Source: an optimization exercise on an open RTL-to-GDS flow (aim: small area, a short achievable clock period and few clock cycles). Production flows keep margins and buffers that such runs may drop.
Where RTL was checked, it was by simulation tests only, not by an equivalence proof against the original.
No activity file was given, so power comes from the tool's default toggle rates.

==> flow/design.v (excerpt) <==
module cs281_dl_rx (
    input  wire       clk,
    input  wire       rst,         
    input  wire       in_valid,
    input  wire [7:0] in_data,
    output wire       in_ready,
    output wire       ev_valid,
    input  wire       ev_ready,
    output wire [1:0] ev_kind,
    output wire [7:0] ev_data,
    output wire       ev_last,
    output wire [7:0] fault
);
Settings: LEC_CHECK=0, ABC_CLOCK_PERIOD_IN_PS=2500, CAP_MARGIN=20, CORE_MARGIN=2, CORE_UTILIZATION=40, CTS_BUF_LIST=sky130_fd_sc_hd__clkbuf_16, CTS_CLUSTER_DIAMETER=100, CTS_CLUSTER_SIZE=30, PLACE_DENSITY=0.6, SLEW_MARGIN=20; clock period 8.0 ns.
standard.sh (not shown) runs the stock make flow with config.mk's settings and CLKGATE_MAP_FILE= SYNTH_SCRIPT=/design/flow/synth_recipe.tcl, a recipe that flattens the netlist after the stock synthesis.
==> flow/flow/run.sh <==
#!/bin/bash
# Standard layout, with a tighter timing-repair target and faster port buffers.
set -euo pipefail
bash standard.sh SETUP_SLACK_MARGIN=5.3 "BUFFER_PORTS_ARGS=-buffer_cell sky130_fd_sc_hd__buf_2" finish > standard_flow.log 2>&1
The baseline ran to the end with no violations.
Next try:
--- a/flow/design.v
+++ b/flow/design.v
@@ -28,40 +28,37 @@
     reg        rempty;
     reg        dwem;                    
     reg        full;                    
     reg        qe;                      
     reg        p_esc, p_hi0;            
     reg        wpar;                    
     reg        q0s;                     
     reg        f_any, f_ovf;            
     reg  [SQ-1:0] sq;                   
     reg  [SQ-1:0] th;                   
-    reg           push_q, good_q;       
     reg        r_pos0, r_esc, r_emit, r_stop;    
     reg        fc_start, fc_esc, fc_rc, fc_la;   
     reg        in_ready_q;
-    reg        wr_ok_q;                 
-    reg        wr_en_q;                 
     reg        ev_valid_q, skip_q;      
     reg  [1:0] ev_kind_q;
     reg        ev_last_q;
-    wire qfull   = full && !th[0] && !push_q;
+    wire qfull   = full && !th[0];
     wire accept  = in_valid && in_ready_q;
-    wire wr      = in_valid && wr_en_q;
+    wire wr      = accept && !qfull;
     wire comp    = (in_data == STOP) && !qe && !p_esc;
     wire push    = wr && comp;
     wire good    = p_hi0 && !wpar;
     wire consume = skip_q || (ev_valid_q && ev_ready);
     wire pop     = skip_q && r_stop;    
     integer i;
     always @(posedge clk) begin
-        ring[0] <= wr_ok_q ? in_data : ring[N-1];
+        ring[0] <= wr ? in_data : ring[N-1];
         for (i = 1; i < N; i = i + 1)
             ring[i] <= ring[i-1];
     end
     wire rempty_n = !wr && (rempty || (consume && dwem));
     wire dw1_n    = wr || (dw == 6'd2);
     wire dr1_n    = !(wr && rempty) && !consume && (dr == 6'd2);
     wire wr_ok_n  = rempty_n || (dw1_n && !dr1_n);
     always @(posedge clk) begin
         if (rst) begin
             rempty <= 1'b1;
@@ -74,70 +71,58 @@
         if (rst)
             full <= 1'b0;
         else if (wr && !consume)
             full <= !rempty && (dr == 6'd2);     
         else if (consume && !wr)
             full <= 1'b0;
     end
     wire f_any_n = f_any || (accept && (qfull || (comp && !q0s)));
     wire full_n  = (wr && !consume) ? (!rempty && (dr == 6'd2))
                  : (consume && !wr) ? 1'b0 : full;
-    wire th0_n   = push_q || (pop ? th[1] : th[0]);
-    wire qfull_n = full_n && !th0_n && !wr;
-    wire hold_n  = f_any || (accept && (qfull || (!qe && !q0s)));
-    wire sq_room = !th[SQ-2] && !(th[SQ-3] && push_q);
+    wire th0_n   = push || (pop ? th[1] : th[0]);
+    wire qfull_n = full_n && !th0_n;
     always @(posedge clk) begin
         if (rst) begin
             qe    <= 1'b1;
             f_any <= 1'b0;
             f_ovf <= 1'b0;
             in_ready_q <= 1'b1;
-            wr_ok_q    <= 1'b1;
-            wr_en_q    <= 1'b1;
         end else begin
             f_any <= f_any_n;
             if (accept && qfull) f_ovf <= 1'b1;
-            in_ready_q <= !hold_n && sq_room && (qfull_n || wr_ok_n);
-            wr_ok_q    <= wr_ok_n;
-            wr_en_q    <= !hold_n && sq_room && !qfull_n && wr_ok_n;
+            in_ready_q <= !f_any_n && !th[SQ-2] && (qfull_n || wr_ok_n);
             if (wr) begin
                 qe   <= comp;
                 wpar <= !qe && (wpar ^ (^in_data));
             end
         end
     end
     always @(posedge clk) begin
         if (wr) begin
             p_esc <= (in_data == ESC);
             p_hi0 <= (in_data[7:1] == 7'd0);
             if (qe) q0s <= (in_data == START);
         end
     end
     integer k;
     always @(posedge clk) begin
         if (rst) begin
-            push_q <= 1'b0;
-        end else begin
-            push_q <= push;
-        end
-        good_q <= good;
-        if (rst) begin
             th <= {SQ{1'b0}};
-        end else if (push_q && !pop) begin
+        end else if (push && !pop) begin
             th <= {th[SQ-2:0], 1'b1};
-        end else if (pop && !push_q) begin
+        end else if (pop && !push) begin
             th <= {1'b0, th[SQ-1:1]};
         end
         for (k = 0; k < SQ; k = k + 1) begin
-            if (push_q && (pop ? (th[k] && (k == SQ-1 || !th[k+1]))
-                               : ((k == 0 || th[k-1]) && !th[k])))
-                sq[k] <= good_q;
+            if (push && (pop ? (th[k] && (k == SQ-1 || !th[k+1]))
+                             : ((k == 0 || th[k-1]) && !th[k])))
+                sq[k] <= good;
             else if (pop)
                 sq[k] <= (k == SQ-1) ? 1'b0 : sq[k+1];
         end
     end
     wire [7:0] m0 = ring[RP-1];
     wire [7:0] m1 = ring[RP-2];
     wire [7:0] m2 = ring[RP-3];
     wire [7:0] m3 = ring[RP-4];
     wire m0_esc  = (m0 == ESC);
     wire m1_esc  = (m1 == ESC);
What happened: Worst setup slack is worse by 0.11 ns. Global-route usage is higher by 0.19 points. Die area is lower slightly. Register-to-register slack is better by 0.11 ns. Cell area is higher slightly.
Function was not checked in any run of this note: the RTL went through the layout flow alone.

========
The RTL this note starts from:
==> flow/design.v <==
module cs281_dl_rx (
    input  wire       clk,
    input  wire       rst,         
    input  wire       in_valid,
    input  wire [7:0] in_data,
    output wire       in_ready,
    output wire       ev_valid,
    input  wire       ev_ready,
    output wire [1:0] ev_kind,
    output wire [7:0] ev_data,
    output wire       ev_last,
    output wire [7:0] fault
);
    localparam [7:0] START = 8'h7B;
    localparam [7:0] STOP  = 8'h7D;
    localparam [7:0] ESC   = 8'h5C;
    localparam integer N  = 64;         
    localparam integer RP = 19;         
    localparam integer SQ = 6;          
    localparam [5:0] DR_AL = N - RP;    
    localparam [5:0] DW_EM = 1 - RP;    
    localparam [1:0] KIND_BYTE     = 2'd0;
    localparam [1:0] KIND_EMPTY    = 2'd1;
    localparam [1:0] KIND_MISMATCH = 2'd2;
    localparam [1:0] KIND_FRAMING  = 2'd3;
    reg  [7:0] ring [0:N-1];
    reg  [5:0] dr, dw;
    reg        rempty;
    reg        dwem;                    
    reg  [6:0] qlen;                    
    reg        qe;                      
    reg        p_esc, p_par, p_hi0, p_b0;    
    reg        wesc, wpar;              
    reg        q0s;                     
    reg        f_any, f_ovf;            
    reg  [SQ-1:0] sq;                   
    reg  [SQ-1:0] th;                   
    reg        r_pos0, r_esc, r_emit, r_stop;    
    reg        fc_start, fc_esc, fc_rc, fc_la;   
    reg        in_ready_q;
    reg        ev_valid_q, skip_q;      
    reg  [1:0] ev_kind_q;
    reg        ev_last_q;
    wire qfull   = qlen[6] && !qe;
    wire accept  = in_valid && in_ready_q;
    wire wr      = accept && !qfull;
    wire comp    = (in_data == STOP) && !qe && !p_esc;
    wire push    = wr && comp;
    wire good    = p_hi0 && (p_b0 == wpar);
    wire consume = skip_q || (ev_valid_q && ev_ready);
    wire pop     = skip_q && r_stop;    
    integer i;
    always @(posedge clk) begin
        ring[0] <= wr ? in_data : ring[N-1];
        for (i = 1; i < N; i = i + 1)
            ring[i] <= ring[i-1];
    end
    wire rempty_n = !wr && (rempty || (consume && dwem));
    wire dw1_n    = wr || (dw == 6'd2);
    wire dr1_n    = !(wr && rempty) && !consume && (dr == 6'd2);
    wire wr_ok_n  = rempty_n || (dw1_n && !dr1_n);
    always @(posedge clk) begin
        if (rst) begin
            rempty <= 1'b1;
        end else begin
            rempty <= rempty_n;
        end
        dw   <= wr ? 6'd1 : dw - 6'd1;
        dr   <= (wr && rempty) ? 6'd0 : consume ? dr : dr - 6'd1;
        dwem <= !wr && (dw == DW_EM + 6'd1);
    end
    wire f_any_n = f_any || (accept && (qfull || (comp && !q0s)));
    wire qfull_n = wr ? (!comp && !qe && (qlen == 7'd63)) : qfull;
    always @(posedge clk) begin
        if (rst) begin
            qe    <= 1'b1;
            f_any <= 1'b0;
            f_ovf <= 1'b0;
            in_ready_q <= 1'b1;
        end else begin
            f_any <= f_any_n;
            if (accept && qfull) f_ovf <= 1'b1;
            in_ready_q <= !f_any_n && !th[SQ-2] && (qfull_n || wr_ok_n);
            if (wr) begin
                qe   <= comp;
                qlen <= qe ? 7'd1 : qlen + 7'd1;
                if (qe) begin
                    wesc <= 1'b0;
                    wpar <= 1'b0;
                end else if (qlen != 7'd1) begin
                    if (wesc)       begin wpar <= wpar ^ p_par; wesc <= 1'b0; end
                    else if (p_esc) wesc <= 1'b1;
                    else            wpar <= wpar ^ p_par;
                end
            end
        end
    end
    always @(posedge clk) begin
        if (wr) begin
            p_esc <= (in_data == ESC);
            p_par <= ^in_data;
            p_hi0 <= (in_data[7:1] == 7'd0);
            p_b0  <= in_data[0];
            if (qe) q0s <= (in_data == START);
        end
    end
    integer k;
    always @(posedge clk) begin
        if (rst) begin
            th <= {SQ{1'b0}};
        end else if (push && !pop) begin
            th <= {th[SQ-2:0], 1'b1};
        end else if (pop && !push) begin
            th <= {1'b0, th[SQ-1:1]};
        end
        for (k = 0; k < SQ; k = k + 1) begin
            if (push && (pop ? (th[k] && (k == SQ-1 || !th[k+1]))
                             : ((k == 0 || th[k-1]) && !th[k])))
                sq[k] <= good;
            else if (pop)
                sq[k] <= (k == SQ-1) ? 1'b0 : sq[k+1];
        end
    end
    wire [7:0] m0 = ring[RP-1];
    wire [7:0] m1 = ring[RP-2];
    wire [7:0] m2 = ring[RP-3];
    wire [7:0] m3 = ring[RP-4];
    wire m0_esc  = (m0 == ESC);
    wire m1_esc  = (m1 == ESC);
    wire nf_start = (m0 == START);
    wire nf_esc   = m0_esc;
    wire nf_rc    = (m1 == STOP) && !m0_esc;
    wire nf_la    = ((m2 == STOP) && !m1_esc) || (m1_esc && (m3 == STOP) && (m2 != ESC));
    always @(posedge clk) begin
        fc_start <= nf_start;
        fc_esc   <= nf_esc;
        fc_rc    <= nf_rc;
        fc_la    <= nf_la;
    end
    reg a_pos0, a_esc, a_emit, a_stop;
    always @(*) begin
        a_pos0 = 1'b0;
        a_esc  = r_esc;
        a_emit = r_emit;
        a_stop = 1'b0;
        if (r_stop) begin
            a_pos0 = 1'b1; a_esc = 1'b0; a_emit = 1'b0;
        end else if (r_pos0) begin
            a_stop = !fc_start || fc_rc;
        end else if (fc_rc) begin
            a_stop = 1'b1;
        end else if (!r_esc && fc_esc) begin
            a_esc = 1'b1;
        end else begin
            a_esc = 1'b0;
            if (sq[0]) a_emit = 1'b1;
        end
    end
    function automatic [3:0] beat;      
        input pos0, esc, emitd, stop, g;
        begin
            beat = 4'b0_00_1;
            if (stop) begin
                beat = 4'b0_00_1;
            end else if (pos0) begin
                beat = {1'b1, nf_start ? KIND_MISMATCH : KIND_FRAMING, 1'b1};
                if (nf_start && !nf_rc) beat[3] = 1'b0;
            end else if (nf_rc) begin
                beat = {!g || !emitd, g ? KIND_EMPTY : KIND_MISMATCH, 1'b1};
            end else if (esc || !nf_esc) begin
                beat = {g, KIND_BYTE, nf_la};
            end
        end
    endfunction
    wire       act1 = !dwem && (th[1] || (th[0] && !r_stop));
    wire       g1   = r_stop ? sq[1] : sq[0];
    wire [3:0] b1   = beat(a_pos0, a_esc, a_emit, a_stop, g1);
    wire       act0 = !rempty && th[0] && (dr == DR_AL + 6'd1);
    wire [3:0] b0   = beat(r_pos0, r_esc, r_emit, r_stop, sq[0]);
    always @(posedge clk) begin
        if (rst) begin
            r_pos0 <= 1'b1;
            r_esc  <= 1'b0;
            r_emit <= 1'b0;
            r_stop <= 1'b0;
            ev_valid_q <= 1'b0;
            skip_q     <= 1'b0;
        end else begin
            if (consume) begin
                r_pos0 <= a_pos0;
                r_esc  <= a_esc;
                r_emit <= a_emit;
                r_stop <= a_stop;
            end
            ev_valid_q <= consume ? (act1 &&  b1[3]) : (act0 &&  b0[3]);
            skip_q     <= consume ? (act1 && !b1[3]) : (act0 && !b0[3]);
        end
        ev_kind_q <= consume ? b1[2:1] : b0[2:1];
        ev_last_q <= consume ? b1[0]   : b0[0];
    end
    assign in_ready = in_ready_q;
    assign ev_valid = ev_valid_q;
    assign ev_kind  = ev_kind_q;
    assign ev_data  = ring[RP];
    assign ev_last  = ev_last_q;
    assign fault    = {2'b00, f_any, f_ovf, 4'b0000};
endmodule
export LEC_CHECK = 0
export ABC_CLOCK_PERIOD_IN_PS = 2500
export CAP_MARGIN = 20
export CORE_MARGIN = 2
export CORE_UTILIZATION = 40
export CTS_BUF_LIST = sky130_fd_sc_hd__clkbuf_16
export CTS_CLUSTER_DIAMETER = 100
export CTS_CLUSTER_SIZE = 30
export PLACE_DENSITY = 0.6
export SLEW_MARGIN = 20
create_clock -name core_clock -period 8.0 [get_ports {clk}]
==> flow/flow/run.sh <==
#!/bin/bash
# Standard layout, with a tighter timing-repair target and faster port buffers.
set -euo pipefail
bash standard.sh SETUP_SLACK_MARGIN=5.5 "BUFFER_PORTS_ARGS=-buffer_cell sky130_fd_sc_hd__buf_2" finish > standard_flow.log 2>&1
Testbench counts at the start, summed over its fixed seeds: cycles 24,382.
==> next run, changes <==
--- a/flow/design.v
+++ b/flow/design.v
@@ -25,30 +25,30 @@
     localparam [1:0] KIND_FRAMING  = 2'd3;
     reg  [7:0] ring [0:N-1];
     reg  [5:0] dr, dw;
     reg        rempty;
     reg        dwem;                    
-    reg  [6:0] qlen;                    
+    reg        full;                    
     reg        qe;                      
-    reg        p_esc, p_par, p_hi0, p_b0;    
-    reg        wesc, wpar;              
+    reg        p_esc, p_hi0;            
+    reg        wpar;                    
     reg        q0s;                     
     reg        f_any, f_ovf;            
     reg  [SQ-1:0] sq;                   
     reg  [SQ-1:0] th;                   
     reg        r_pos0, r_esc, r_emit, r_stop;    
     reg        fc_start, fc_esc, fc_rc, fc_la;   
     reg        in_ready_q;
     reg        ev_valid_q, skip_q;      
     reg  [1:0] ev_kind_q;
     reg        ev_last_q;
-    wire qfull   = qlen[6] && !qe;
+    wire qfull   = full && !th[0];
     wire accept  = in_valid && in_ready_q;
     wire wr      = accept && !qfull;
     wire comp    = (in_data == STOP) && !qe && !p_esc;
     wire push    = wr && comp;
-    wire good    = p_hi0 && (p_b0 == wpar);
+    wire good    = p_hi0 && !wpar;
     wire consume = skip_q || (ev_valid_q && ev_ready);
     wire pop     = skip_q && r_stop;    
     integer i;
     always @(posedge clk) begin
         ring[0] <= wr ? in_data : ring[N-1];
@@ -66,13 +66,22 @@
             rempty <= rempty_n;
         end
         dw   <= wr ? 6'd1 : dw - 6'd1;
         dr   <= (wr && rempty) ? 6'd0 : consume ? dr : dr - 6'd1;
         dwem <= !wr && (dw == DW_EM + 6'd1);
+        if (rst)
+            full <= 1'b0;
+        else if (wr && !consume)
+            full <= !rempty && (dr == 6'd2);     
+        else if (consume && !wr)
+            full <= 1'b0;
     end
     wire f_any_n = f_any || (accept && (qfull || (comp && !q0s)));
-    wire qfull_n = wr ? (!comp && !qe && (qlen == 7'd63)) : qfull;
+    wire full_n  = (wr && !consume) ? (!rempty && (dr == 6'd2))
+                 : (consume && !wr) ? 1'b0 : full;
+    wire th0_n   = push || (pop ? th[1] : th[0]);
+    wire qfull_n = full_n && !th0_n;
     always @(posedge clk) begin
         if (rst) begin
             qe    <= 1'b1;
             f_any <= 1'b0;
             f_ovf <= 1'b0;
@@ -81,28 +90,18 @@
             f_any <= f_any_n;
             if (accept && qfull) f_ovf <= 1'b1;
             in_ready_q <= !f_any_n && !th[SQ-2] && (qfull_n || wr_ok_n);
             if (wr) begin
                 qe   <= comp;
-                qlen <= qe ? 7'd1 : qlen + 7'd1;
-                if (qe) begin
-                    wesc <= 1'b0;
-                    wpar <= 1'b0;
-                end else if (qlen != 7'd1) begin
-                    if (wesc)       begin wpar <= wpar ^ p_par; wesc <= 1'b0; end
-                    else if (p_esc) wesc <= 1'b1;
-                    else            wpar <= wpar ^ p_par;
-                end
+                wpar <= !qe && (wpar ^ (^in_data));
             end
         end
     end
     always @(posedge clk) begin
         if (wr) begin
             p_esc <= (in_data == ESC);
-            p_par <= ^in_data;
             p_hi0 <= (in_data[7:1] == 7'd0);
-            p_b0  <= in_data[0];
             if (qe) q0s <= (in_data == START);
         end
     end
     integer k;
     always @(posedge clk) begin
- worst setup slack loses 150 ps
- final area shrinks by about 3%
- final cell count shrinks by 2.9%
- sequential power shrinks by about 2%
- global-route usage grows by 0.15 points
Only the layout flow was run in the second run of this note; the RTL was not checked for function there.

-- afterwards: timing with drivers on the ports --
The flow's constraints put no driver on any port. The routed layouts listed below were extracted and timed again, unchanged, in two steps.
Step 1 (the two cells are an assumption about what drives the block):
set clk [get_ports {clk}]
set_driving_cell -lib_cell sky130_fd_sc_hd__clkbuf_16 $clk
set_driving_cell -lib_cell sky130_fd_sc_hd__buf_2 [delete_from_list [all_inputs] $clk]
Step 2 moves the port delays by t, midway between the first and last clock arrival at a register: inputs arrive t later, outputs are due t later. That takes back most of the time a late clock gives input paths.
Slacks: ideal / step 1 / step 2; pairs: ideal / step 1.
| run | shift t [ns] | setup WS [ns] | worst hold slack (ns) |
|---|---|---|---|
| the first run of note 1 | 0.572 | 5.348 / 5.305 / 4.972 | 0.331 / 0.331 / 0.331 |
| the second run of note 1 | 0.577 | 5.235 / 5.233 / 4.656 | 0.324 / 0.324 / 0.324 |
| the first run of note 2 | 0.572 | 5.376 / 5.329 / 4.959 | 0.324 / 0.324 / 0.324 |
| the second run of note 2 | 0.569 | 5.224 / 5.214 / 4.645 | 0.321 / 0.321 / 0.321 |
After both steps every run listed still meets setup and hold.
